Context: an optimization exercise on an open-source flow, tuned for small area. The choices shown serve that exercise and are no tape-out recipe.
In this exercise RTL edits were held to simulation tests only and were not proved equivalent to the original.
Power figures rest on the tool's default switching activity, not on a simulated workload.

`flow/config.mk`:
```
export PLATFORM = sky130hd
export DESIGN_NAME = rs30x_cmd
export DESIGN_NICKNAME = rs30x_cmd
export VERILOG_FILES = /design/flow/design.v
export SDC_FILE = /design/flow/constraint.sdc
export NUM_CORES = 4
export LEC_CHECK = 0
export CAP_MARGIN = 20
export CORE_MARGIN = 2
export CORE_UTILIZATION = 25
export PLACE_DENSITY = 0.35
export SLEW_MARGIN = 20
```
`flow/constraint.sdc`:
```
create_clock -name core_clock -period 10.0 [get_ports {clk}]
set_input_delay 2.0000 -clock core_clock [delete_from_list [all_inputs] [get_ports {clk}]]
set_output_delay 2.0000 -clock core_clock [all_outputs]
set_load 0.01 [all_outputs]
```
`flow/design.v`:
```
module rs30x_cmd #(
    parameter MAX_PAYLOAD = 64
) (
    input  wire        clk,
    input  wire        rst,
    input  wire        dat_we,
    input  wire [5:0]  dat_idx,
    input  wire [7:0]  dat_wdata,
    input  wire        cmd_valid,
    input  wire [3:0]  cmd_op,
    input  wire [7:0]  cmd_id,
    input  wire [7:0]  cmd_addr,
    input  wire [7:0]  cmd_len,
    input  wire [15:0] cmd_arg,
    input  wire [15:0] cmd_time,
    output reg         busy,
    output reg         dir,
    output wire        tx_valid,
    output reg  [7:0]  tx_data,
    input  wire        tx_ready,
    input  wire        drained,
    input  wire        rx_valid,
    input  wire [7:0]  rx_data,
    output wire        rx_ready,
    input  wire        rx_timeout,
    output reg         err_cs,
    output reg         err_to,
    output reg         err_cmd,
    output reg  [2:0]  lasterr_code,
    output wire [7:0]  lasterr_info,
    output reg         rd_valid,
    output reg  [7:0]  rd_id,
    output reg  [7:0]  rd_flags,
    output reg  [7:0]  rd_addr,
    output reg  [7:0]  rd_len,
    output reg  [7:0]  rd_count,
    input  wire [5:0]  rd_sel,
    output reg  [7:0]  rd_byte
);
    localparam OP_READ      = 4'd0;
    localparam OP_WRITE     = 4'd1;
    localparam OP_ROMCOMMIT = 4'd2;
    localparam OP_REBOOT    = 4'd3;
    localparam OP_FRESET    = 4'd4;
    localparam OP_SETID     = 4'd5;
    localparam OP_SETREV    = 4'd6;
    localparam OP_SETBAUD   = 4'd7;
    localparam OP_SETDELAY  = 4'd8;
    localparam OP_TORQUE    = 4'd9;
    localparam OP_MOVE      = 4'd10;
    localparam OP_RDSTAT    = 4'd11;
    localparam OP_RDANGLE   = 4'd12;
    localparam P_HUNT1 = 2'd0;
    localparam P_HUNT2 = 2'd1;
    localparam P_BODY  = 2'd2;
    localparam E_CS  = 3'd1;
    localparam E_TO  = 3'd2;
    localparam E_CMD = 3'd5;
    reg [7:0]  dbuf  [0:MAX_PAYLOAD-1];    
    reg [7:0]  rdata [0:MAX_PAYLOAD-1];    
    reg [1:0]  ph;
    reg [6:0]  cnt;
    reg [7:0]  cs;
    reg [1:0]  info;
    reg [3:0]  op;
    reg [7:0]  id;
    reg [7:0]  p0, p1, p2, p3;
    assign lasterr_info = {6'd0, info};
    wire id_ok = ((cmd_id >= 8'd1) && (cmd_id <= 8'd127)) || (cmd_id == 8'd255);
    reg op_bad;
    always @(*) begin
        case (cmd_op)
            OP_READ, OP_WRITE: op_bad = (cmd_len > MAX_PAYLOAD);
            OP_SETID:          op_bad = (cmd_arg[7:0] == 8'd0) || cmd_arg[7];
            OP_SETREV:         op_bad = (cmd_arg[7:0] > 8'd1);
            OP_SETBAUD:        op_bad = (cmd_arg[7:0] > 8'd11);
            OP_SETDELAY:       op_bad = cmd_arg[7];
            OP_TORQUE:         op_bad = (cmd_arg[7:0] > 8'd1);
            OP_ROMCOMMIT, OP_REBOOT, OP_FRESET, OP_MOVE,
            OP_RDSTAT, OP_RDANGLE: op_bad = 1'b0;
            default:           op_bad = 1'b1;
        endcase
    end
    wire cmd_accept = cmd_valid && !busy && id_ok && !op_bad;
    wire cmd_rw     = (cmd_op[3:1] == 3'd0);
    wire cmd_read   = (cmd_op == OP_READ) || (cmd_op == OP_RDSTAT) || (cmd_op == OP_RDANGLE);
    wire is_rw    = (op[3:1] == 3'd0);
    wire is_write = (op == OP_WRITE);
    wire is_read  = (op == OP_READ) || (op == OP_RDSTAT) || (op == OP_RDANGLE);
    reg [7:0] f_flags, f_addr, f_len, f_count;
    reg [6:0] f_n;         
    always @(*) begin
        f_flags = 8'h00;
        f_addr  = p0;
        f_len   = p1;
        f_count = 8'h01;
        f_n     = 7'd0;
        case (op)
            OP_READ:      begin f_flags = 8'h0F; f_count = 8'h00; f_n = p1[6:0]; end
            OP_WRITE:     begin f_n = p1[6:0]; end
            OP_ROMCOMMIT: begin f_flags = 8'h40; f_addr = 8'hFF; f_len = 8'h00; f_count = 8'h00; end
            OP_REBOOT:    begin f_flags = 8'h20; f_addr = 8'hFF; f_len = 8'h00; f_count = 8'h00; end
            OP_FRESET:    begin f_flags = 8'h10; f_addr = 8'hFF; f_len = 8'hFF; f_count = 8'h00; end
            OP_SETID:     begin f_addr = 8'h04; f_len = 8'h01; f_n = 7'd1; end
            OP_SETREV:    begin f_addr = 8'h05; f_len = 8'h01; f_n = 7'd1; end
            OP_SETBAUD:   begin f_addr = 8'h06; f_len = 8'h01; f_n = 7'd1; end
            OP_SETDELAY:  begin f_addr = 8'h07; f_len = 8'h01; f_n = 7'd1; end
            OP_TORQUE:    begin f_addr = 8'h24; f_len = 8'h01; f_n = 7'd1; end
            OP_MOVE:      begin f_addr = 8'h1E; f_len = 8'h04; f_n = 7'd4; end
            OP_RDSTAT:    begin f_flags = 8'h0F; f_addr = 8'h04; f_len = 8'h04; f_count = 8'h00; f_n = 7'd4; end
            OP_RDANGLE:   begin f_flags = 8'h0F; f_addr = 8'h2A; f_len = 8'h02; f_count = 8'h00; f_n = 7'd2; end
            default:      ;
        endcase
    end
    wire at_end = (cnt == ((dir && is_read) ? 7'd0 : f_n));
    wire [5:0] widx = busy ? cnt[5:0] : dat_idx;
    wire [5:0] ridx = busy ? cnt[5:0] : rd_sel;
    reg [7:0] buf_q, rd_q;
    integer j;
    always @(*) begin
        buf_q = 8'h00;
        rd_q  = 8'h00;
        for (j = 0; j < MAX_PAYLOAD; j = j + 1) begin
            if (ridx == j) begin
                buf_q = buf_q | dbuf[j];
                rd_q  = rd_q  | rdata[j];
            end
        end
    end
    always @(*) rd_byte = rd_q;
    wire sending = dir && (ph == 2'd0);
    assign tx_valid = busy && sending;
    assign rx_ready = busy && !dir;
    wire tx_fire = tx_valid && tx_ready;
    wire rx_fire = rx_ready && rx_valid;
    wire in_body = (ph == P_BODY);
    always @(*) begin
        if (cnt[6:3] == 4'hF) begin
            case (cnt[2:0])
                3'd1:    tx_data = 8'hFA;
                3'd2:    tx_data = 8'hAF;
                3'd3:    tx_data = id;
                3'd4:    tx_data = f_flags;
                3'd5:    tx_data = f_addr;
                3'd6:    tx_data = f_len;
                default: tx_data = f_count;
            endcase
        end else if (at_end)
            tx_data = cs;
        else if (is_write)
            tx_data = buf_q;
        else begin
            case (cnt[1:0])
                2'd0:    tx_data = p0;
                2'd1:    tx_data = p1;
                2'd2:    tx_data = p2;
                default: tx_data = p3;
            endcase
        end
    end
    wire buf_we = dat_we && !busy && !cmd_valid;
    wire rd_we  = rx_fire && in_body && !cnt[6];
    genvar g;
    generate
        for (g = 0; g < MAX_PAYLOAD; g = g + 1) begin : g_mem
            always @(posedge clk) begin
                if (buf_we && widx == g)
                    dbuf[g] <= dat_wdata;
                if (rd_we && widx == g)
                    rdata[g] <= rx_data;
            end
        end
    endgenerate
    always @(posedge clk) begin
        if (!busy) begin
            op <= cmd_op;
            id <= cmd_id;
            p0 <= cmd_rw ? cmd_addr : cmd_arg[7:0];
            p1 <= cmd_rw ? cmd_len  : cmd_arg[15:8];
            p2 <= cmd_time[7:0];
            p3 <= cmd_time[15:8];
        end
    end
    always @(posedge clk) begin
        if (!busy) begin
            cnt <= 7'h79;                  
            cs  <= 8'h55;                  
        end else if (tx_fire) begin
            cnt <= cnt + 7'd1;
            cs  <= cs ^ tx_data;
        end else if (rx_fire) begin
            if (in_body) begin
                cnt <= cnt + 7'd1;
                cs  <= cs ^ rx_data;
            end else begin
                cnt <= 7'h7B;              
                cs  <= 8'h00;
            end
        end
    end
    wire hdr_we = rx_fire && in_body && cnt[6];
    always @(posedge clk) begin
        if (hdr_we && cnt[2:0] == 3'd3) rd_id    <= rx_data;
        if (hdr_we && cnt[2:0] == 3'd4) rd_flags <= rx_data;
        if (hdr_we && cnt[2:0] == 3'd5) rd_addr  <= rx_data;
        if (hdr_we && cnt[2:0] == 3'd6) rd_len   <= rx_data;
        if (hdr_we && cnt[2:0] == 3'd7) rd_count <= rx_data;
    end
    always @(posedge clk) begin
        if (rst) begin
            busy         <= 1'b0;
            dir          <= 1'b0;
            ph           <= 2'd0;
            err_cs       <= 1'b0;
            err_to       <= 1'b0;
            err_cmd      <= 1'b0;
            lasterr_code <= 3'd0;
            info         <= 2'd0;
            rd_valid     <= 1'b0;
        end else begin
            if (cmd_valid) begin
                if (busy) begin
                    err_cmd <= 1'b1; lasterr_code <= E_CMD; info <= 2'd1;
                end else if (!id_ok) begin
                    err_cmd <= 1'b1; lasterr_code <= E_CMD; info <= 2'd2;
                end else if (op_bad) begin
                    err_cmd <= 1'b1; lasterr_code <= E_CMD; info <= 2'd3;
                end
            end
            if (!busy) begin
                ph <= 2'd0;
                if (cmd_accept) begin
                    busy <= 1'b1;
                    dir  <= 1'b1;
                    if (cmd_read)
                        rd_valid <= 1'b0;
                end
            end else if (dir) begin
                if (ph == 2'd0) begin
                    if (tx_fire && at_end)
                        ph <= 2'd1;
                end else if (drained) begin
                    dir <= 1'b0;
                    ph  <= P_HUNT1;
                    if (!is_read)
                        busy <= 1'b0;
                end
            end else if (rx_fire) begin
                case (ph)
                    P_HUNT1: if (rx_data == 8'hFD) ph <= P_HUNT2;
                    P_HUNT2: begin
                        if (rx_data == 8'hDF)
                            ph <= P_BODY;
                        else if (rx_data != 8'hFD)
                            ph <= P_HUNT1;
                    end
                    default: begin
                        if (at_end) begin
                            if (cs == rx_data) begin
                                rd_valid <= 1'b1;
                                busy     <= 1'b0;
                            end else begin
                                err_cs       <= 1'b1;
                                lasterr_code <= E_CS;
                                info         <= 2'd0;
                                ph           <= P_HUNT1;
                            end
                        end
                    end
                endcase
            end else if (rx_timeout) begin
                err_to       <= 1'b1;
                lasterr_code <= E_TO;
                info         <= {1'b0, in_body};
                busy         <= 1'b0;
            end
        end
    end
endmodule
```
`flow/run.sh`:
```
#!/bin/bash
# synth_recipe.tcl (not shown) runs the flow's synth.tcl, then flattens the netlist and writes it again
# the make line also repeats each setting of config.mk as NAME=value (left out here)
make -C /OpenROAD-flow-scripts/flow DESIGN_CONFIG=/design/flow/config.mk WORK_HOME=/design/flow/orfs CLKGATE_MAP_FILE= SYNTH_SCRIPT=/design/flow/synth_recipe.tcl finish
```
==> impl_metrics.ini, run 1 <==
[place]
placed_cell_area_um2 = 50600
gp_congestion = 0.909
port_buffers = 164
dp.cells = 5362
pre_cts_ws_ns = 0.716
post-dp-hpwl_mm = 164

[sta]
drv_slew = 0
rsz0062_at_grt = false
setup_viol = 0
fin_ws_ns = 0.446
slew_headroom_pct = 11.2
tightestPinTransition_ns = 1.33
timing.fmax_mhz = 105
tns_ns = 0
fin_skew_ns = 0.0285
period_needed_ns = 9.55
final.period_utilization_pct = 95.5
hold_viol = 0
finalHoldWorstSlack_ns = 0.458

[critical_path]
crit_type = input port to primary output
path_cells = clkdlybuf4s50_1 > or3b_1 > nand2_1 > a22o_1 > a32oi_1 > o221ai_1 > nor4_1 > a211oi_1 > buf_4 > or2_2 > clkdlybuf4s50_1
cp_max_fo = 17
timing.critical_path.to_type = primary output
crit_top_cell = clkdlybuf4s50_1
cp_num_cells = 11
critPathBufInv = 3
ff2ff_path_depth = 9
r2r-end = cs[1]
crit_slowest_cell = nor4_1
start_kind = input port
crit_family = simple AND/OR/NAND/NOR gates
rr_startpoint = cnt[5]
worst_ep_required_time_ns = 8.00
r2r_setup_slack_ns = 4.17
cpPeakStageDelay_ns = 0.80
crit_arrival_ns = 7.55

[route]
drt-total-wl_mm = 240
vias = 32100
ant_nets = 0
drt_iter0_markers = 5619
drt_pass1_iterations = 17
wire_per_inst_um = 42.9
drcViolationCount = 0
vias_per_cell = 5.72

[pwr]
ir_drop_v = 0.000162
total_power_mw = 10.9
power_density_nw_per_um2 = 199
leakagePower_nw = 17.0

[clock_tree]
numCtsBuffers = 133
hold_buffers = 0
cts_max_path_buffers = 3
post_cts_buffers = 0
ctsResizeCount = 0
cts_root_buf = clkbuf_16
htreeDepth = 4
path_clk_slew_ns = 0.06
insertion_delay_ns = 0.80
clock-sinks = 1136
cts_tree = yes

[yosys]
synth-main-ff-cell = edfxtp_1
avgSynthCellArea_um2 = 16.0
synthCells = 2815
synthArstFlopShare_pct = 0
netlist_area_um2 = 45000
synth_cell_type_count = 89
yosysWarnings = 3
synth_edf_count = 1108
ys_ff_latch = 1136
ys_seq_area_share_pct = 75.2

[global_route]
track_usage_pct = 25.5
grt_max_degree = 65
antenna_found_initial = 12
grt_pass1_wl_mm = 311
grt_pass1_vias = 30300
overflow = 0

[finish]
stdcell_area_um2 = 55100
final_nets = 3245
areaGrowthSynthToFinish_pct = 22.5
instances_no_fill = 5608
drive_gt1_share_pct = 17.8
reg.largest.list = dbuf: 512 flops, rdata: 512 flops
final_util_pct = 30.8
layout_common_cells = edfxtp_1, buf_4, a22o_1
final_common_cell = edfxtp_1
nFillCells = 17400

[floorplan]
core_area_um2 = 179000
die_w_um = 428
ios = 171
start_util_pct = 25.2
fp.dieH_um = 428
die_area_um2 = 183000
rows = 155

[hold_path]
worstHoldPathCells = 2
min_from = err_cs
hold_path.class = flip-flop to flip-flop
min_to = err_cs

[run_status]
status = finished clean

[run]
drv_cap = 0
worst max-delay path by stage:
| stage | end | from | slack, ns |
|---|---|---|---|
| after floorplan | tx_data[7] | rd_sel[2] | 3.81 |
| after global placement | tx_data[4] | rd_sel[0] | 0.26 |
| after detailed placement | tx_data[4] | rd_sel[0] | 0.72 |
| after CTS | tx_data[4] | rd_sel[0] | 0.69 |
| after global routing | tx_data[4] | rd_sel[1] | 0.43 |
| final | tx_data[7] | rd_sel[5] | 0.45 |
logic make-up after synthesis:
logic type | after synthesis | share of synthesized area (%)
AOI/OAI and AO/OA | 855 | 15.1
muxes | 18 | 0.445
DFF | 1136 | 75.2
other | 1 | 0.00834
adders and majority gates | 6 | 0.167
xor gates and xnor gates | 19 | 0.370
and+or+nand+nor | 580 | 6.65
buffers and inverters | 200 | 2.06
cells in the mapped netlist, drive strengths merged (12+ instances only):
master,instances,area [um2]
o22ai,23,163
xnor2,15,131
a222oi,56,561
a21oi,59,295
nor3b,12,125
and3,12,75.1
a221o,12,120
a211oi,20,150
nand3,34,170
clkbuf,98,369
nand2b,12,75.1
or4,19,143
a31oi,20,125
o21ai,99,495
a32oi,20,175
edfxtp,1108,33300
buf,86,495
a221oi,155,1360
nor4,13,93.8
inv,16,60.1
dfxtp,28,561
nor3,31,175
a22oi,107,803
nand3b,13,105
mux2,16,180
o31ai,16,171
nand2,95,359
a22o,179,1570
nand4,59,369
nor2,224,861
metal layers:
layer,global-route usage [%],share of wire (%),vias up
li1,-,-,12500
met1,35.3,43,17100
met2,39.6,45,2115
met3,6.02,9.0,330
met4,7.71,3.1,0
met5,0,0,-
worst register-to-register path, stage by stage, from the launching register on:
cell      delay (ns)
dfxtp_1         1.10
nand3b_1        0.70
nand2_1         0.76
a22oi_1         0.52
o32ai_1         0.17
a221o_1         0.28
nor4_1          1.02
nand3_1         0.48
a21o_1          0.36
mux2_1          0.32
layout make-up:
type	instances	area (um2)	area share, %
Clock inverter	82	946	1.72
Timing Repair Buffer	372	3170	5.76
Antenna cell	3	7.51	0.0136
Multi-Input combinational cell	1484	10600	19.2
Clock buffer	160	3540	6.44
Inverter	16	60.1	0.109
Tap cell	2355	2950	5.35
Sequential cell	1136	33800	61.4
report_power, final:
part / switching (mW) / total [mW] / internal (mW)
sequential: 0.0228 / 5.27 / 5.25
clock: 2.10 / 5.10 / 3.00
combinational: 0.425 / 0.577 / 0.153
total: 2.55 / 10.9 / 8.40
==> inputs of run 2 (changes only) <==
--- a/flow/design.v
+++ b/flow/design.v
@@ -28,3 +28,3 @@
     output reg         err_cmd,
-    output reg  [2:0]  lasterr_code,
+    output wire [2:0]  lasterr_code,
     output wire [7:0]  lasterr_info,
@@ -55,5 +55,5 @@
     localparam P_BODY  = 2'd2;
-    localparam E_CS  = 3'd1;
-    localparam E_TO  = 3'd2;
-    localparam E_CMD = 3'd5;
+    localparam E_CS  = 2'd1;
+    localparam E_TO  = 2'd2;
+    localparam E_CMD = 2'd3;      
     reg [7:0]  dbuf  [0:MAX_PAYLOAD-1];    
@@ -64,6 +64,7 @@
     reg [1:0]  info;
+    reg [1:0]  code;       
     reg [3:0]  op;
-    reg [7:0]  id;
     reg [7:0]  p0, p1, p2, p3;
     assign lasterr_info = {6'd0, info};
+    assign lasterr_code = {code[1] & code[0], code[1] & ~code[0], code[0]};
     wire id_ok = ((cmd_id >= 8'd1) && (cmd_id <= 8'd127)) || (cmd_id == 8'd255);
@@ -117,14 +118,4 @@
     wire [5:0] ridx = busy ? cnt[5:0] : rd_sel;
-    reg [7:0] buf_q, rd_q;
-    integer j;
-    always @(*) begin
-        buf_q = 8'h00;
-        rd_q  = 8'h00;
-        for (j = 0; j < MAX_PAYLOAD; j = j + 1) begin
-            if (ridx == j) begin
-                buf_q = buf_q | dbuf[j];
-                rd_q  = rd_q  | rdata[j];
-            end
-        end
-    end
+    wire [7:0] buf_q = dbuf[ridx];
+    wire [7:0] rd_q  = rdata[ridx];
     always @(*) rd_byte = rd_q;
@@ -141,3 +132,3 @@
                 3'd2:    tx_data = 8'hAF;
-                3'd3:    tx_data = id;
+                3'd3:    tx_data = cs;
                 3'd4:    tx_data = f_flags;
@@ -176,3 +167,2 @@
             op <= cmd_op;
-            id <= cmd_id;
             p0 <= cmd_rw ? cmd_addr : cmd_arg[7:0];
@@ -183,2 +173,3 @@
     end
+    wire cs_hold = (cnt[6:2] == 5'h1E) && (cnt[1:0] != 2'd0);
     always @(posedge clk) begin
@@ -186,6 +177,7 @@
             cnt <= 7'h79;                  
-            cs  <= 8'h55;                  
+            cs  <= cmd_id;                 
         end else if (tx_fire) begin
             cnt <= cnt + 7'd1;
-            cs  <= cs ^ tx_data;
+            if (!cs_hold)
+                cs <= cs ^ tx_data;
         end else if (rx_fire) begin
@@ -216,3 +208,3 @@
             err_cmd      <= 1'b0;
-            lasterr_code <= 3'd0;
+            code         <= 2'd0;
             info         <= 2'd0;
@@ -222,7 +214,7 @@
                 if (busy) begin
-                    err_cmd <= 1'b1; lasterr_code <= E_CMD; info <= 2'd1;
+                    err_cmd <= 1'b1; code <= E_CMD; info <= 2'd1;
                 end else if (!id_ok) begin
-                    err_cmd <= 1'b1; lasterr_code <= E_CMD; info <= 2'd2;
+                    err_cmd <= 1'b1; code <= E_CMD; info <= 2'd2;
                 end else if (op_bad) begin
-                    err_cmd <= 1'b1; lasterr_code <= E_CMD; info <= 2'd3;
+                    err_cmd <= 1'b1; code <= E_CMD; info <= 2'd3;
                 end
@@ -263,3 +255,3 @@
                                 err_cs       <= 1'b1;
-                                lasterr_code <= E_CS;
+                                code <= E_CS;
                                 info         <= 2'd0;
@@ -272,3 +264,3 @@
                 err_to       <= 1'b1;
-                lasterr_code <= E_TO;
+                code <= E_TO;
                 info         <= {1'b0, in_body};
==> flow/flow/run.sh (new file) <==
#!/bin/bash
set -euo pipefail
export BUFFER_PORTS_ARGS="-buffer_cell sky130_fd_sc_hd__buf_1"
export CTS_ARGS="-sink_clustering_enable -repair_clock_nets -dont_use_dummy_load -sink_clustering_size 16 -sink_clustering_max_diameter 70 -root_buf sky130_fd_sc_hd__clkbuf_16 -buf_list {sky130_fd_sc_hd__clkbuf_8}"
bash standard.sh "${@:-finish}" > standard.log 2>&1
==> flow/standard.sh (new file) <==
#!/bin/bash
# synth_recipe.tcl (not shown) runs the flow's synth.tcl, then flattens the netlist and writes it again
# the make line also repeats each setting of config.mk as NAME=value (left out here)
make -C /OpenROAD-flow-scripts/flow DESIGN_CONFIG=/design/flow/config.mk WORK_HOME=/design/flow/orfs CLKGATE_MAP_FILE= SYNTH_SCRIPT=/design/flow/synth_recipe.tcl "${@:-finish}"
--- a/flow/config.mk
+++ b/flow/config.mk
@@ -9,4 +9,4 @@
 export CORE_MARGIN = 2
-export CORE_UTILIZATION = 25
-export PLACE_DENSITY = 0.35
+export CORE_UTILIZATION = 60
+export PLACE_DENSITY = 0.7
 export SLEW_MARGIN = 20
removed: flow/run.sh
==> impl_metrics.ini, run 2 <==
[critical_path]
crit_type = input port to primary output
crit_family = simple AND/OR/NAND/NOR gates
r2r-end = cs[2]
cp_max_fo = 12
r2r_setup_slack_ns = 4.57
ff2ff_path_depth = 11
cpPeakStageDelay_ns = 1.02
start_kind = input port
path_cells = buf_1 > nor3b_1 > nor2_2 > nor3_2 > buf_4 > a22oi_1 > nand4_1 > or4_1 > o31ai_1 > nand2_1 > buf_1
crit_slowest_cell = nor2_2
crit_arrival_ns = 6.32
rr_startpoint = busy
timing.critical_path.to_type = primary output
worst_ep_required_time_ns = 8.00
crit_top_cell = buf_1
critPathBufInv = 3

[route]
ant_nets = 0
drcViolationCount = 0
drt_iter0_markers = 7764
vias_per_cell = 8.06
drt_pass1_iterations = 15
wire_per_inst_um = 45.4
drt-total-wl_mm = 187
vias = 33200

[finish]
reg.largest.list = dbuf: 512 flops, rdata: 512 flops
instances_no_fill = 4124
areaGrowthSynthToFinish_pct = 8.79
layout_common_cells = edfxtp_1, a22oi_1, buf_4
drive_gt1_share_pct = 12.6
final_common_cell = edfxtp_1
nFillCells = 5191
final_nets = 3250

[yosys]
netlist_area_um2 = 44900
ys_ff_latch = 1127
synthArstFlopShare_pct = 0
yosysWarnings = 3
avgSynthCellArea_um2 = 15.5
synthCells = 2892
synth_top_area_cell = edfxtp_1
ys_seq_area_share_pct = 74.9
synth_commonest_cells = edfxtp_1, a22oi_1, nor2_1
synth_edf_count = 1108
yosysTopAreaCellShare_pct = 74.0
synth_cell_type_count = 87
synthTopCellsByArea = edfxtp_1, a22oi_1, a22o_1
synth-main-ff-cell = edfxtp_1
synth_most_common_cell = edfxtp_1

[place]
post-dp-hpwl_mm = 122
dp.cells = 4031
port_buffers = 164
gp_congestion = 1.05

[sta]
period_needed_ns = 8.32
rsz0062_at_grt = false
final.period_utilization_pct = 83.2
hold_viol = 0
slew_headroom_pct = 15.8
tightestPinTransition_ns = 1.26
drv_slew = 0
setup_viol = 0
fin_skew_ns = 0.0672
finalHoldWorstSlack_ns = 0.484
tns_ns = 0
timing.fmax_mhz = 120

[global_route]
overflow = 0
track_usage_pct = 47.9
antenna_found_initial = 12
grt_max_degree = 74
grt_pass1_wl_mm = 249
grt_pass1_vias = 30100

[clock_tree]
post_cts_buffers = 0
cts_max_path_buffers = 3
hold_buffers = 0
insertion_delay_ns = 0.66
cts_tree = yes
ctsResizeCount = 0
numCtsBuffers = 82
htreeDepth = 3
clock-sinks = 1127
cts_root_buf = clkbuf_16
path_clk_slew_ns = 0.09

[hold_path]
min_from = err_cmd
min_to = err_cmd
hold_path.class = flip-flop to flip-flop
worstHoldPathCells = 2

[floorplan]
rows = 100
die_w_um = 278
core_area_um2 = 74300
fp.dieH_um = 278
ios = 171
die_area_um2 = 77100
start_util_pct = 60.5

[run]
drv_cap = 0

[pwr]
ir_drop_v = 0.000177
power_density_nw_per_um2 = 167
leakagePower_nw = 15.0

[run_status]
status = finished clean
-- run 2: changes by cell type after synthesis, moves of 11 or more --
cell	delta
nand2_1	+22
nor3_1	+11
nand4_1	+16
buf_2	-17
nand3_1	+31
o21ai_0	-13
clkbuf_1	+14
a22o_1	-82
and2_1	+11
a22oi_1	+159
a221oi_1	-74
-- run 2: logic make-up after synthesis --
| kind of cell | share of synthesized area (%) |
|---|---|
| AO/OA/AOI/OAI | 14.3 |
| XOR/XNOR | 0.331 |
| adder cells (fa/ha/maj) | 0.167 |
| buffers and inverters | 1.92 |
| flip-flops | 74.9 |
| multiplexers | 0.515 |
| other | 0.00834 |
| AND/OR/NAND/NOR | 7.85 |
-- run 2: metrics by stage --
stage	power (mW)	worst slack (ns)	cell area, um2	util [%]
floorplan	5.62	3.63	45000	-
global placement	5.94	1.93	47500	63.9
detailed placement	5.95	1.92	47600	64.0
CTS	8.07	1.96	48800	65.7
global route	8.27	1.75	48900	65.8
finish	8.15	1.68	48900	65.8
-- run 2: worst max-delay path by stage --
stage | endpoint | start | depth (start not counted)
after floorplan | tx_data[3] | rd_sel[0] | 12
after detailed placement | tx_data[2] | rd_sel[4] | 11
after global routing | tx_data[2] | rd_sel[4] | 11
after CTS | tx_data[2] | rd_sel[4] | 11
final | tx_data[2] | rd_sel[4] | 11
after global placement | tx_data[6] | rd_sel[4] | 12
-- run 2: per-layer routing --
layer  track usage, %  vias up  wire length (um)
li1                 -    12400                 -
met1             62.3    16100             61400
met2             65.1     3945             75000
met3             24.9      800             37000
met4             24.4       18             13200
met5             4.82        -               563
-- run 2: cell type report --
cell class                      count  area (um2)  area share [%]
Multi-Input combinational cell   1571       10700            21.9
Tap cell                          969        1210            2.48
Inverter                           23        86.3           0.177
Antenna cell                        9        22.5          0.0461
Sequential cell                  1127       33700            68.8
Clock buffer                       82        1230            2.52
Timing Repair Buffer              343        1990            4.07
-- run 2: tightest hold or removal path, cell delays in order, from the launching register on --
cell,delay (ns)
dfxtp_1,0.34
nor2_1,0.05
nor2_1,0.07
-- run 2: report_power, final --
group          switching, mW  internal [mW]  total, mW
Combinational          0.478          0.159      0.638
Clock                   1.43          0.823       2.25
Sequential            0.0446           5.21       5.25
Total                   1.95           6.19       8.15
==> inputs of run 3 (changes only) <==
==> flow/run.sh (new file) <==
#!/bin/bash
# synth_recipe.tcl (not shown) runs the flow's synth.tcl, then flattens the netlist and writes it again
# the make line also repeats each setting of config.mk as NAME=value (left out here)
make -C /OpenROAD-flow-scripts/flow DESIGN_CONFIG=/design/flow/config.mk WORK_HOME=/design/flow/orfs CLKGATE_MAP_FILE= SYNTH_SCRIPT=/design/flow/synth_recipe.tcl finish
--- a/flow/config.mk
+++ b/flow/config.mk
@@ -9,4 +9,7 @@
 export CORE_MARGIN = 2
-export CORE_UTILIZATION = 60
-export PLACE_DENSITY = 0.7
+export CORE_UTILIZATION = 45
+export CTS_BUF_LIST = sky130_fd_sc_hd__clkbuf_8
+export CTS_CLUSTER_DIAMETER = 70
+export CTS_CLUSTER_SIZE = 16
+export PLACE_DENSITY = 0.55
 export SLEW_MARGIN = 20
removed: flow/flow/run.sh
removed: flow/standard.sh
==> impl_metrics.ini, run 3 <==
[place]
pre_cts_ws_ns = 0.971
post-dp-hpwl_mm = 134
port_buffers = 164
gp_congestion = 1.04
dp.cells = 4356
placed_cell_area_um2 = 49000

[hold_path]
min_to = err_cs
hold_path.class = flip-flop to flip-flop
min_from = err_cs
worstHoldPathCells = 2

[floorplan]
core_area_um2 = 98700
fp.dieH_um = 320
start_util_pct = 45.5
ios = 171
die_area_um2 = 102000
rows = 115
die_w_um = 320

[global_route]
overflow = 0
grt_pass1_vias = 29900
grt_pass1_wl_mm = 266
antenna_found_initial = 7
track_usage_pct = 38.6
grt_max_degree = 73

[yosys]
synth-main-ff-cell = edfxtp_1
netlist_area_um2 = 44900
synth_commonest_cells = edfxtp_1, a22oi_1, nor2_1
ys_ff_latch = 1127
synth_top_area_cell = edfxtp_1
avgSynthCellArea_um2 = 15.5
synthCells = 2892
synthTopCellsByArea = edfxtp_1, a22oi_1, a22o_1
yosysTopAreaCellShare_pct = 74.0
synthArstFlopShare_pct = 0
ys_seq_area_share_pct = 74.9
synth_most_common_cell = edfxtp_1
synth_cell_type_count = 87
yosysWarnings = 3
synth_edf_count = 1108

[route]
wire_per_inst_um = 44.7
drt_pass1_iterations = 13
vias_per_cell = 7.27
drcViolationCount = 0
ant_nets = 0
vias = 32600
drt-total-wl_mm = 200
drt_iter0_markers = 6517

[critical_path]
crit_arrival_ns = 7.29
crit_type = input port to primary output
r2r_setup_slack_ns = 4.43
timing.critical_path.to_type = primary output
rr_startpoint = busy
cp_max_fo = 10
worst_ep_required_time_ns = 8.00
r2r-end = cs[6]
start_kind = input port
ff2ff_path_depth = 9

[clock_tree]
cts_max_path_buffers = 3
insertion_delay_ns = 0.83
ctsResizeCount = 0
clock-sinks = 1127
cts_tree = yes
htreeDepth = 3
path_clk_slew_ns = 0.10
numCtsBuffers = 87
hold_buffers = 0
post_cts_buffers = 0
cts_root_buf = clkbuf_8

[finish]
nFillCells = 8191
final_common_cell = edfxtp_1
reg.largest.list = dbuf: 512 flops, rdata: 512 flops
drive_gt1_share_pct = 13.7
areaGrowthSynthToFinish_pct = 12.4
instances_no_fill = 4483
multi_input_area_um2 = 10700
layout_common_cells = edfxtp_1, a22oi_1, buf_4
final_nets = 3260
stdcell_area_um2 = 50500
ff_latch_area_um2 = 33700

[sta]
fin_skew_ns = 0.0773
hold_viol = 0
fin_ws_ns = 0.710
slew_headroom_pct = 14.7
rsz0062_at_grt = false
tightestPinTransition_ns = 1.28
tns_ns = 0
final.period_utilization_pct = 92.9
timing.fmax_mhz = 108
period_needed_ns = 9.29
finalHoldWorstSlack_ns = 0.483
setup_viol = 0
drv_slew = 0

[run]
drv_cap = 0

[pwr]
ir_drop_v = 0.0000964
power_density_nw_per_um2 = 167
leakagePower_nw = 15.5

[run_status]
status = finished clean
-- run 3: worst max-delay path, cell delays in order --
cell and delay [ns]:
clkdlybuf4s50_1 0.59, nor3b_1 0.30, nor2_2 0.84, nor3_2 0.39, a2111oi_0 1.02, nand4_1 0.22, nor4_1 1.00, nand2_1 0.16
a21o_1 0.25, clkdlybuf4s50_1 0.49
-- run 3: metal layers --
layer / up-vias / wire, um / global-route usage (%)
li1: 12400 / - / -
met1: 16500 / 72200 / 51.3
met2: 3149 / 86300 / 57.3
met3: 516 / 31300 / 13.7
met4: 6 / 10400 / 16.6
met5: - / 103 / 0.520
-- run 3: cell type report --
| cell class | instances | share of cell area [%] |
|---|---|---|
| inverter | 23 | 0.171 |
| antenna | 5 | 0.0248 |
| multi-input combinational | 1571 | 21.1 |
| clock inverter | 33 | 0.580 |
| tap | 1287 | 3.19 |
| sequential | 1127 | 66.6 |
| clock buffer | 89 | 2.43 |
| timing repair buffer | 348 | 5.87 |
-- run 3: power breakdown --
part | switching, mW | internal, mW
Sequential | 0.0442 | 5.21
Combinational | 0.477 | 0.203
Clock | 1.59 | 0.897
Total | 2.11 | 6.31
-- run 3: how the worst max path moves through the flow --
stage	startpoint	end	slack, ns	depth (start not counted)
after floorplan	rd_sel[0]	tx_data[3]	3.63	12
after global placement	rd_sel[4]	tx_data[5]	1.05	10
after detailed placement	rd_sel[1]	tx_data[6]	0.97	10
after CTS	rd_sel[1]	tx_data[6]	0.96	10
after global routing	rd_sel[1]	tx_data[6]	0.76	10
final	rd_sel[5]	tx_data[6]	0.71	10
-- run 3: metrics by stage --
stage / util (%) / total power [mW]
global placement: 49.5 / 6.01
global route: 51.2 / 8.59
detailed placement: 49.6 / 6.01
CTS: 51.1 / 8.39
finish: 51.2 / 8.42
floorplan: - / 5.62
-- run 3: logic make-up after synthesis --
family / share of synthesized area (%)
AOI/OAI and AO/OA: 14.3
and+or+nand+nor: 7.85
muxes: 0.515
DFF: 74.9
buffers and inverters: 1.92
adders and majority gates: 0.167
other: 0.00834
xor gates and xnor gates: 0.331
==> inputs of run 4 (changes only) <==
--- a/flow/design.v
+++ b/flow/design.v
@@ -15,4 +15,4 @@
     input  wire [15:0] cmd_time,
-    output reg         busy,
-    output reg         dir,
+    output wire        busy,
+    output wire        dir,
     output wire        tx_valid,
@@ -52,5 +52,8 @@
     localparam OP_RDANGLE   = 4'd12;
-    localparam P_HUNT1 = 2'd0;
-    localparam P_HUNT2 = 2'd1;
-    localparam P_BODY  = 2'd2;
+    localparam S_IDLE  = 3'b000;
+    localparam S_SEND  = 3'b001;
+    localparam S_DRAIN = 3'b010;
+    localparam S_HUNT1 = 3'b100;
+    localparam S_HUNT2 = 3'b101;
+    localparam S_BODY  = 3'b110;
     localparam E_CS  = 2'd1;
@@ -60,3 +63,3 @@
     reg [7:0]  rdata [0:MAX_PAYLOAD-1];    
-    reg [1:0]  ph;
+    reg [2:0]  st;
     reg [6:0]  cnt;
@@ -121,8 +124,9 @@
     always @(*) rd_byte = rd_q;
-    wire sending = dir && (ph == 2'd0);
-    assign tx_valid = busy && sending;
-    assign rx_ready = busy && !dir;
+    assign busy     = (st != S_IDLE);
+    assign dir      = !st[2] && (st[1] || st[0]);
+    assign tx_valid = (st == S_SEND);
+    assign rx_ready = st[2];
     wire tx_fire = tx_valid && tx_ready;
     wire rx_fire = rx_ready && rx_valid;
-    wire in_body = (ph == P_BODY);
+    wire in_body = st[1];                 
     always @(*) begin
@@ -173,2 +177,3 @@
     end
+    wire [7:0] cs_rx = cs ^ rx_data;
     wire cs_hold = (cnt[6:2] == 5'h1E) && (cnt[1:0] != 2'd0);
@@ -185,3 +190,3 @@
                 cnt <= cnt + 7'd1;
-                cs  <= cs ^ rx_data;
+                cs  <= cs_rx;
             end else begin
@@ -202,5 +207,3 @@
         if (rst) begin
-            busy         <= 1'b0;
-            dir          <= 1'b0;
-            ph           <= 2'd0;
+            st           <= S_IDLE;
             err_cs       <= 1'b0;
@@ -221,49 +224,50 @@
             end
-            if (!busy) begin
-                ph <= 2'd0;
-                if (cmd_accept) begin
-                    busy <= 1'b1;
-                    dir  <= 1'b1;
-                    if (cmd_read)
-                        rd_valid <= 1'b0;
-                end
-            end else if (dir) begin
-                if (ph == 2'd0) begin
+            case (st)
+                S_IDLE: begin
+                    if (cmd_accept) begin
+                        st <= S_SEND;
+                        if (cmd_read)
+                            rd_valid <= 1'b0;
+                    end
+                end
+                S_SEND: begin
                     if (tx_fire && at_end)
-                        ph <= 2'd1;
-                end else if (drained) begin
-                    dir <= 1'b0;
-                    ph  <= P_HUNT1;
-                    if (!is_read)
-                        busy <= 1'b0;
-                end
-            end else if (rx_fire) begin
-                case (ph)
-                    P_HUNT1: if (rx_data == 8'hFD) ph <= P_HUNT2;
-                    P_HUNT2: begin
-                        if (rx_data == 8'hDF)
-                            ph <= P_BODY;
-                        else if (rx_data != 8'hFD)
-                            ph <= P_HUNT1;
+                        st <= S_DRAIN;
+                end
+                S_DRAIN: begin
+                    if (drained)
+                        st <= is_read ? S_HUNT1 : S_IDLE;
+                end
+                default: begin
+                    if (rx_fire) begin
+                        case (st)
+                            S_HUNT1: if (rx_data == 8'hFD) st <= S_HUNT2;
+                            S_HUNT2: begin
+                                if (rx_data == 8'hDF)
+                                    st <= S_BODY;
+                                else if (rx_data != 8'hFD)
+                                    st <= S_HUNT1;
+                            end
+                            default: begin
+                                if (at_end) begin
+                                    if (cs_rx == 8'h00) begin
+                                        rd_valid <= 1'b1;
+                                        st       <= S_IDLE;
+                                    end else begin
+                                        err_cs <= 1'b1;
+                                        code   <= E_CS;
+                                        info   <= 2'd0;
+                                        st     <= S_HUNT1;
+                                    end
+                                end
+                            end
+                        endcase
+                    end else if (rx_timeout) begin
+                        err_to <= 1'b1;
+                        code   <= E_TO;
+                        info   <= {1'b0, in_body};
+                        st     <= S_IDLE;
                     end
-                    default: begin
-                        if (at_end) begin
-                            if (cs == rx_data) begin
-                                rd_valid <= 1'b1;
-                                busy     <= 1'b0;
-                            end else begin
-                                err_cs       <= 1'b1;
-                                code <= E_CS;
-                                info         <= 2'd0;
-                                ph           <= P_HUNT1;
-                            end
-                        end
-                    end
-                endcase
-            end else if (rx_timeout) begin
-                err_to       <= 1'b1;
-                code <= E_TO;
-                info         <= {1'b0, in_body};
-                busy         <= 1'b0;
-            end
+                end
+            endcase
         end
==> flow/flow/run.sh (new file) <==
#!/bin/bash
set -euo pipefail
export BUFFER_PORTS_ARGS="-buffer_cell sky130_fd_sc_hd__buf_1"
export CTS_ARGS="-sink_clustering_enable -repair_clock_nets -dont_use_dummy_load -sink_clustering_size 16 -sink_clustering_max_diameter 70 -root_buf sky130_fd_sc_hd__clkbuf_16 -buf_list {sky130_fd_sc_hd__clkbuf_8}"
bash standard.sh "${@:-finish}" > standard.log 2>&1
==> flow/standard.sh (new file) <==
#!/bin/bash
# synth_recipe.tcl (not shown) runs the flow's synth.tcl, then flattens the netlist and writes it again
# the make line also repeats each setting of config.mk as NAME=value (left out here)
make -C /OpenROAD-flow-scripts/flow DESIGN_CONFIG=/design/flow/config.mk WORK_HOME=/design/flow/orfs CLKGATE_MAP_FILE= SYNTH_SCRIPT=/design/flow/synth_recipe.tcl "${@:-finish}"
--- a/flow/config.mk
+++ b/flow/config.mk
@@ -9,7 +9,4 @@
 export CORE_MARGIN = 2
-export CORE_UTILIZATION = 45
-export CTS_BUF_LIST = sky130_fd_sc_hd__clkbuf_8
-export CTS_CLUSTER_DIAMETER = 70
-export CTS_CLUSTER_SIZE = 16
-export PLACE_DENSITY = 0.55
+export CORE_UTILIZATION = 60
+export PLACE_DENSITY = 0.7
 export SLEW_MARGIN = 20
removed: flow/run.sh
==> impl_metrics.ini, run 4 <==
[run_status]
status = finished clean

[clock_tree]
htreeDepth = 3
hold_buffers = 0
numCtsBuffers = 81
cts_tree = yes
clock-sinks = 1126
post_cts_buffers = 0
cts_root_buf = clkbuf_16
path_clk_slew_ns = 0.10
ctsResizeCount = 0
insertion_delay_ns = 0.67
cts_max_path_buffers = 3

[sta]
slew_headroom_pct = 7.12
fin_skew_ns = 0.0617
fin_ws_ns = 1.09
setup_viol = 0
timing.fmax_mhz = 112
tns_ns = 0
drv_slew = 0
rsz0062_at_grt = false
hold_viol = 0
period_needed_ns = 8.91
final.period_utilization_pct = 89.1
tightestPinTransition_ns = 1.39

[yosys]
ys_seq_area_share_pct = 76.3
yosysWarnings = 3
synthArstFlopShare_pct = 0
avgSynthCellArea_um2 = 15.8
synth_commonest_cells = edfxtp_1, a22oi_1, nor2_1
synthCells = 2786
synth_cell_type_count = 77
synth-main-ff-cell = edfxtp_1
synthTopCellsByArea = edfxtp_1, a22oi_1, nor2_1
yosysTopAreaCellShare_pct = 75.5
synth_edf_count = 1108
synth_top_area_cell = edfxtp_1
ys_ff_latch = 1126
synth_most_common_cell = edfxtp_1
netlist_area_um2 = 44100

[critical_path]
cp_num_cells = 11
cp_max_fo = 61
cpPeakStageDelay_ns = 1.13
crit_slowest_cell = a2111oi_0
timing.critical_path.to_type = primary output
path_cells = nor3_4 > buf_4 > inv_2 > a22o_1 > and2_1 > buf_4 > a2111oi_0 > nand3_1 > or4_1 > o41a_1 > buf_1
worst_ep_required_time_ns = 8.00
crit_family = compound AO/OA/AOI/OAI gates
ff2ff_path_depth = 12
r2r_setup_slack_ns = 3.37
crit_type = flip-flop to primary output
critPathBufInv = 4
crit_arrival_ns = 6.91
crit_top_cell = buf_4
start_kind = flip-flop

[place]
gp_congestion = 1.04
pre_cts_ws_ns = 1.87
port_buffers = 164
placed_cell_area_um2 = 46300
post-dp-hpwl_mm = 112

[run]
drv_cap = 0

[floorplan]
ios = 171
core_area_um2 = 72800
rows = 99
fp.dieH_um = 275
start_util_pct = 60.5
die_w_um = 275
die_area_um2 = 75700

[route]
drt_pass1_iterations = 8
vias_per_cell = 7.83
vias = 30900
drcViolationCount = 0
drt-total-wl_mm = 173
wire_per_inst_um = 43.7
drt_iter0_markers = 6958
ant_nets = 0

[finish]
final_util_pct = 65.4
stdcell_area_um2 = 47600
layout_common_cells = edfxtp_1, a22oi_1, buf_1
final_common_cell = edfxtp_1
nFillCells = 5158
drive_gt1_share_pct = 11.2
final_nets = 3087
areaGrowthSynthToFinish_pct = 7.94
reg.largest.list = dbuf: 512 flops, rdata: 512 flops

[pwr]
power_density_nw_per_um2 = 177
ir_drop_v = 0.000129
leakagePower_nw = 14.9
total_power_mw = 8.43

[global_route]
overflow = 0
grt_pass1_wl_mm = 231
grt_pass1_vias = 28100
antenna_found_initial = 13
track_usage_pct = 45.6
grt_max_degree = 73

[hold_path]
hold_path.class = flip-flop to flip-flop
worstHoldPathCells = 2
==> run 4: cell count changes after synthesis, moves of 27 or more <==
cell / previous run / this run
nor2_1: 212 / 183
a22oi_1: 266 / 372
nand3_1: 65 / 92
a222oi_1: 58 / 18
clkbuf_1: 111 / 150
o21ai_0: 86 / 36
a22o_1: 97 / 48
a221oi_1: 80 / 39
nand2_1: 116 / 86
and2_1: 16 / 46
==> run 4: power breakdown <==
| part | switching (mW) | internal, mW | leakage (nW) |
|---|---|---|---|
| clock | 1.44 | 0.815 | 0.629 |
| combinational | 0.610 | 0.222 | 4.06 |
| sequential | 0.0906 | 5.25 | 10.2 |
==> run 4: layer usage <==
| metal | up-vias | part of all wire (%) | GRT usage [%] |
|---|---|---|---|
| li1 | 11600 | - | - |
| met1 | 15200 | 33 | 58.9 |
| met2 | 3417 | 41 | 62.6 |
| met3 | 707 | 19 | 24.1 |
| met4 | 20 | 6.8 | 23.6 |
| met5 | - | 0.10 | 0.501 |
==> run 4: area by class of cell <==
cell class | instances | area [um2] | share of cell area, %
inverters | 18 | 67.6 | 0.142
clock buffers | 81 | 1220 | 2.55
multi-input cells | 1455 | 9780 | 20.5
flip-flops and latches | 1126 | 33600 | 70.7
diodes | 7 | 17.5 | 0.0368
well taps | 959 | 1200 | 2.52
repair buffers | 303 | 1690 | 3.54
==> run 4: worst register-to-register path, stage by stage (launching register included) <==
cell	delay, ns
dfxtp_1	0.55
nor3_4	0.26
buf_4	0.60
inv_2	0.56
a22o_1	0.79
and2_1	0.35
buf_4	0.28
a2111oi_0	1.13
nand3_1	0.46
or4_1	0.58
o41a_1	0.50
xnor2_1	0.21
o21ai_1	0.07
==> run 4: cell families after synthesis <==
logic type	count (synthesis)	share of synthesized area (%)
compound gates	677	11.6
flops	1126	76.3
simple gates	703	8.50
buf+inv	210	1.96
fa+ha+maj	6	0.170
xor+xnor	25	0.497
other cells	1	0.00850
mux	38	0.990
==> run 4: per-stage QoR <==
step           std cells  hold WS (ns)
6_report            3949         0.496
5_1_grt             3942         0.500
4_1_cts             3942         0.494
3_5_place_dp        3861         0.479
3_3_place_gp        3860         0.437
2_1_floorplan       2791         0.470
==> run 4: path summary, 6_finish.rpt <==
path | start | endpoint
worst max-delay path | st[0] | tx_data[1]
worst min-delay path | err_cs | err_cs
worst max register to register | st[0] | cs[1]
worst min register to register | err_cs | err_cs
==> inputs of run 5 (changes only) <==
==> flow/flow/run.sh (replaced) <==
#!/bin/bash
set -euo pipefail
P=sky130_fd_sc_hd__
bash standard.sh synth floorplan > standard_synth_floorplan.log 2>&1
big=""
for c in buf_4 buf_6 buf_8 buf_12 buf_16 bufbuf_8 bufbuf_16 \
         clkdlybuf4s15_1 clkdlybuf4s15_2 clkdlybuf4s18_1 clkdlybuf4s18_2 \
         clkdlybuf4s25_1 clkdlybuf4s25_2 clkdlybuf4s50_1 clkdlybuf4s50_2 \
         dlygate4sd1_1 dlygate4sd2_1 dlygate4sd3_1 \
         dlymetal6s2s_1 dlymetal6s4s_1 dlymetal6s6s_1 \
         clkbuf_4 clkbuf_8 clkbuf_16; do
  big="$big $P$c"
done
# the do- targets run each step in this make, which keeps DONT_USE_CELLS from the
# environment (the platform's list is added to it)
DONT_USE_CELLS="${big# }" BUFFER_PORTS_ARGS="-buffer_cell ${P}buf_1" \
  bash standard.sh do-3_1_place_gp_skip_io do-3_2_place_iop do-3_3_place_gp \
  do-3_4_place_resized do-3_5_place_dp do-3_place do-3_place.sdc > standard_place.log 2>&1
export CTS_ARGS="-sink_clustering_enable -repair_clock_nets -dont_use_dummy_load -sink_clustering_size 16 -sink_clustering_max_diameter 70 -root_buf ${P}clkbuf_16 -buf_list {${P}clkbuf_8}"
bash standard.sh "${@:-finish}" > standard_finish.log 2>&1
==> impl_metrics.ini, run 5 <==
[global_route]
overflow = 0
grt_pass1_vias = 28900
track_usage_pct = 47.0
antenna_found_initial = 14
grt_max_degree = 36
grt_pass1_wl_mm = 238

[pwr]
total_power_mw = 8.41
power_density_nw_per_um2 = 177
ir_drop_v = 0.000137
leakagePower_nw = 14.6

[critical_path]
crit_family = simple AND/OR/NAND/NOR gates
worst_ep_required_time_ns = 8.00
crit_top_cell = buf_1
path_cells = nor3_4 > inv_2 > buf_2 > mux2i_1 > buf_1 > and2_0 > a2111oi_0 > nand3_1 > or4_1 > o41a_1 > buf_1
start_kind = flip-flop
cp_max_fo = 17
crit_type = flip-flop to primary output
timing.critical_path.to_type = primary output
crit_arrival_ns = 6.44
critPathBufInv = 4
r2r_setup_slack_ns = 3.79
cpPeakStageDelay_ns = 1.07
crit_slowest_cell = a2111oi_0

[route]
vias = 31700
drt-total-wl_mm = 178
drt_pass1_iterations = 9
drcViolationCount = 0
vias_per_cell = 7.86
drt_iter0_markers = 7180
wire_per_inst_um = 44.1
ant_nets = 0

[place]
gp_congestion = 1.07
placed_cell_area_um2 = 46200
post-dp-hpwl_mm = 123
port_buffers = 164
dp.cells = 3934

[clock_tree]
path_clk_slew_ns = 0.09
insertion_delay_ns = 0.66
htreeDepth = 3
clock-sinks = 1126
cts_max_path_buffers = 3
post_cts_buffers = 0
numCtsBuffers = 81
ctsResizeCount = 0
hold_buffers = 0
cts_root_buf = clkbuf_16
cts_tree = yes

[sta]
finalHoldWorstSlack_ns = 0.461
period_needed_ns = 8.44
slew_headroom_pct = 10.7
timing.fmax_mhz = 118
hold_viol = 0
tns_ns = 0
setup_viol = 0
drv_slew = 0
tightestPinTransition_ns = 1.34
fin_skew_ns = 0.0680
rsz0062_at_grt = false
final.period_utilization_pct = 84.4

[yosys]
synth-main-ff-cell = edfxtp_1
synthArstFlopShare_pct = 0
netlist_area_um2 = 44100
avgSynthCellArea_um2 = 15.8
synth_edf_count = 1108
synth_commonest_cells = edfxtp_1, a22oi_1, nor2_1
ys_seq_area_share_pct = 76.3
synthTopCellsByArea = edfxtp_1, a22oi_1, nor2_1
synth_most_common_cell = edfxtp_1
yosysWarnings = 3
yosysTopAreaCellShare_pct = 75.5
synth_top_area_cell = edfxtp_1
ys_ff_latch = 1126
synth_cell_type_count = 77
synthCells = 2786

[floorplan]
rows = 99
fp.dieH_um = 275
ios = 171
start_util_pct = 60.5
core_area_um2 = 72800
die_w_um = 275
die_area_um2 = 75700

[finish]
reg.largest.list = dbuf: 512 flops, rdata: 512 flops
nFillCells = 5197
stdcell_area_um2 = 47500
layout_common_cells = edfxtp_1, a22oi_1, buf_1
drive_gt1_share_pct = 8.40
areaGrowthSynthToFinish_pct = 7.62
instances_no_fill = 4028
final_common_cell = edfxtp_1
final_nets = 3163

[run_status]
status = finished clean

[hold_path]
hold_path.class = flip-flop to flip-flop

[run]
drv_cap = 0
## run 5: cell families (layout without fill, tap and decap cells)
group                    Yosys count  count (layout)  synth area share (%)
AO/OA/AOI/OAI                    677             677                  11.6
XOR/XNOR                          25              25                 0.497
adder cells (fa/ha/maj)            6               6                 0.170
buffers and inverters            210             478                  1.96
flip-flops                      1126            1126                  76.3
multiplexers                      38              38                 0.990
other                              1              16               0.00850
AND/OR/NAND/NOR                  703             703                  8.50
## run 5: path summary, 6_finish.rpt
path                            cells after the start          to   start
worst max-delay path                               11  tx_data[1]   st[1]
worst min-delay path                                2      err_cs  err_cs
worst max register to register                     12       cs[5]   st[1]
worst min register to register                      2      err_cs  err_cs
## run 5: power by group
| part | switching (mW) | total [mW] | internal, mW |
|---|---|---|---|
| clock network | 1.43 | 2.25 | 0.815 |
| logic | 0.621 | 0.837 | 0.216 |
| registers | 0.0760 | 5.33 | 5.25 |
| total | 2.13 | 8.41 | 6.28 |
## run 5: tightest hold or removal path: stages, from the launching register on
cell and delay [ns]:
dfxtp_1 0.32, inv_1 0.05, a21oi_1 0.05
## run 5: routing by layer
layer	vias to the layer above	wire length, um	GRT usage, %
li1	11800	-	-
met1	15500	59100	61.1
met2	3616	72300	64.5
met3	705	35100	25.4
met4	22	10900	22.4
met5	-	285	1.00
## run 5: layout make-up
| class | instances | area, um2 | area share (%) |
|---|---|---|---|
| sequential | 1126 | 33600 | 70.9 |
| multi-input combinational | 1455 | 9770 | 20.6 |
| timing repair buffer | 379 | 1550 | 3.26 |
| clock buffer | 81 | 1220 | 2.56 |
| tap | 959 | 1200 | 2.53 |
| inverter | 18 | 67.6 | 0.142 |
| antenna | 10 | 25.0 | 0.0527 |
## run 5: metrics by stage
step / utilization (%) / worst slack [ns]
after floorplan: - / 3.77
after global placement: 63.3 / 1.78
after detailed placement: 63.4 / 1.71
after CTS: 65.0 / 1.72
after global routing: 65.1 / 1.61
final: 65.2 / 1.56
==> inputs of run 6 (changes only) <==
--- a/flow/config.mk
+++ b/flow/config.mk
@@ -9,4 +9,4 @@
 export CORE_MARGIN = 2
-export CORE_UTILIZATION = 60
-export PLACE_DENSITY = 0.7
+export CORE_UTILIZATION = 70
+export PLACE_DENSITY = 0.8
 export SLEW_MARGIN = 20
==> impl_metrics.ini, run 6 <==
[global_route]
grt_max_degree = 41
overflow = 0
track_usage_pct = 52.8
grt_pass1_vias = 29300
grt_pass1_wl_mm = 228
antenna_found_initial = 8

[yosys]
ys_seq_area_share_pct = 76.3
synth_cell_type_count = 77
synth_edf_count = 1108
netlist_area_um2 = 44100
synthTopCellsByArea = edfxtp_1, a22oi_1, nor2_1
synth_most_common_cell = edfxtp_1
synth_commonest_cells = edfxtp_1, a22oi_1, nor2_1
synthCells = 2786
synth-main-ff-cell = edfxtp_1
avgSynthCellArea_um2 = 15.8
synth_top_area_cell = edfxtp_1
synthArstFlopShare_pct = 0
yosysWarnings = 3
ys_ff_latch = 1126
yosysTopAreaCellShare_pct = 75.5

[critical_path]
cp_max_fo = 16
crit_family = simple AND/OR/NAND/NOR gates
critPathBufInv = 3
crit_slowest_cell = and2_0
path_cells = buf_1 > nand4b_1 > mux2i_2 > and2_0 > buf_1 > a22o_1 > nor4_1 > a31oi_1 > or4_4 > buf_1
crit_top_cell = buf_1
worst_ep_required_time_ns = 8.00
crit_arrival_ns = 6.72
start_kind = input port
cpPeakStageDelay_ns = 1.07
crit_type = input port to primary output
timing.critical_path.to_type = primary output

[route]
ant_nets = 0
vias_per_cell = 8.23
drt_pass1_iterations = 12
drcViolationCount = 0
drt_iter0_markers = 7843
vias = 32100
drt-total-wl_mm = 171
wire_per_inst_um = 43.8

[finish]
layout_common_cells = edfxtp_1, a22oi_1, buf_1
final_util_pct = 75.4
stdcell_area_um2 = 47200
final_nets = 3145
final_common_cell = edfxtp_1
drive_gt1_share_pct = 8.02
areaGrowthSynthToFinish_pct = 7.09
reg.largest.list = dbuf: 512 flops, rdata: 512 flops

[floorplan]
die_area_um2 = 65000
rows = 92
core_area_um2 = 62600
ios = 171
fp.dieH_um = 255
start_util_pct = 70.4
die_w_um = 255

[clock_tree]
numCtsBuffers = 81
cts_tree = yes
insertion_delay_ns = 0.66
htreeDepth = 3
post_cts_buffers = 0
ctsResizeCount = 0
cts_root_buf = clkbuf_16
cts_max_path_buffers = 3
path_clk_slew_ns = 0.10
hold_buffers = 0
clock-sinks = 1126

[sta]
final.period_utilization_pct = 87.2
fin_skew_ns = 0.0461
tns_ns = 0
slew_headroom_pct = 10.8
fin_ws_ns = 1.28
setup_viol = 0
hold_viol = 0
tightestPinTransition_ns = 1.34
drv_slew = 0
period_needed_ns = 8.72
timing.fmax_mhz = 115
rsz0062_at_grt = false

[run_status]
status = finished clean

[place]
gp_congestion = 1.10
placed_cell_area_um2 = 45900
port_buffers = 164
pre_cts_ws_ns = 1.56
post-dp-hpwl_mm = 116

[run]
drv_cap = 0

[hold_path]
hold_path.class = flip-flop to flip-flop

[pwr]
ir_drop_v = 0.000149
power_density_nw_per_um2 = 178
leakagePower_nw = 14.5
## run 6: area by class of cell
| cell class | instances | area [um2] |
|---|---|---|
| fillers | 3835 | 15400 |
| flip-flops and latches | 1126 | 33600 |
| diodes | 10 | 25.0 |
| repair buffers | 361 | 1440 |
| inverters | 18 | 67.6 |
| clock buffers | 81 | 1220 |
| multi-input cells | 1455 | 9790 |
| well taps | 846 | 1060 |
## run 6: routing by layer
metal,global-route usage (%),routed length (um),vias to the layer above
met1,64.4,52000,15200
met2,69.9,66400,4069
li1,-,-,11800
met5,4.89,690,-
met3,34.2,36700,1032
met4,31.2,14900,24
## run 6: worst paths after layout
check             startpoint         end  slack (ns)  cells past startpoint
setup / recovery   rd_sel[5]  tx_data[3]        1.28                     10
hold / removal        err_cs      err_cs        0.47                      2
setup reg to reg       st[2]       cs[3]        3.63                     12
hold reg to reg       err_cs      err_cs        0.47                      2
## run 6: through the flow
step / hold WS [ns] / power [mW] / instances
4_1_cts: 0.466 / 8.27 / 3885
3_3_place_gp: 0.446 / 6.18 / 3802
6_report: 0.467 / 8.39 / 3897
3_5_place_dp: 0.452 / 6.20 / 3804
2_1_floorplan: 0.470 / 5.82 / 2791
5_1_grt: 0.500 / 8.49 / 3887
## run 6: tightest hold or removal path, stage by stage (launching register included)
cell and delay, ns:
dfxtp_1 0.33, inv_1 0.05, a21oi_1 0.05
## run 6: cell families (layout without fill, tap and decap cells)
| kind of cell | after synthesis | count (layout) | share of synthesized area [%] |
|---|---|---|---|
| other | 1 | 16 | 0.00850 |
| multiplexers | 38 | 38 | 0.990 |
| AND/OR/NAND/NOR | 703 | 703 | 8.50 |
| XOR/XNOR | 25 | 25 | 0.497 |
| flip-flops | 1126 | 1126 | 76.3 |
| AO/OA/AOI/OAI | 677 | 677 | 11.6 |
| adder cells (fa/ha/maj) | 6 | 6 | 0.170 |
| buffers and inverters | 210 | 460 | 1.96 |
## run 6: power breakdown
part	internal (mW)	switching [mW]	total (mW)
Sequential	5.25	0.0717	5.32
Combinational	0.216	0.618	0.834
Clock	0.814	1.42	2.23
Total	6.28	2.11	8.39

## re-timing with driven ports
In the flow no input, the clock included, has a driving cell. The finished layouts below were timed again as built, in two steps. Step 1: set_driving_cell puts a clkbuf_16 on clk and a buf_2 on each other input, an assumption about the parent block. Step 2 also shifts input and output timing later by t, the mid clock arrival at the registers, as if the neighbouring blocks saw the same clock. a / b / c = ideal / step 1 / step 2; a / b = the first two.
| run | t, ns | setup WS [ns] | worst setup path at the end | clock arrival spread, ns | cell pins on the clock port's net |
|---|---|---|---|---|---|
| run 1 | 0.862 | 0.446 / 0.403 / 0.403 | input to output | 0.031 / 0.032 | 1 |
| run 2 | 0.694 | 1.681 / 1.653 / 1.653 | input to output | 0.083 / 0.082 | 1 |
| run 3 | 0.854 | 0.710 / 0.685 / 0.685 | input to output | 0.080 / 0.080 | 1 |
| run 4 | 0.699 | 1.094 / 1.026 / 1.470 | input to output | 0.073 / 0.072 | 1 |
| run 5 | 0.699 | 1.558 / 1.481 / 1.537 | input to output | 0.068 / 0.068 | 1 |
| run 6 | 0.710 | 1.285 / 1.259 / 1.259 | input to output | 0.049 / 0.050 | 1 |
After both steps setup and hold are still met in every run listed. For run 1, which loses most, drivers alone change the setup slack by -0.043 ns; drivers and shift together by -0.043 ns.
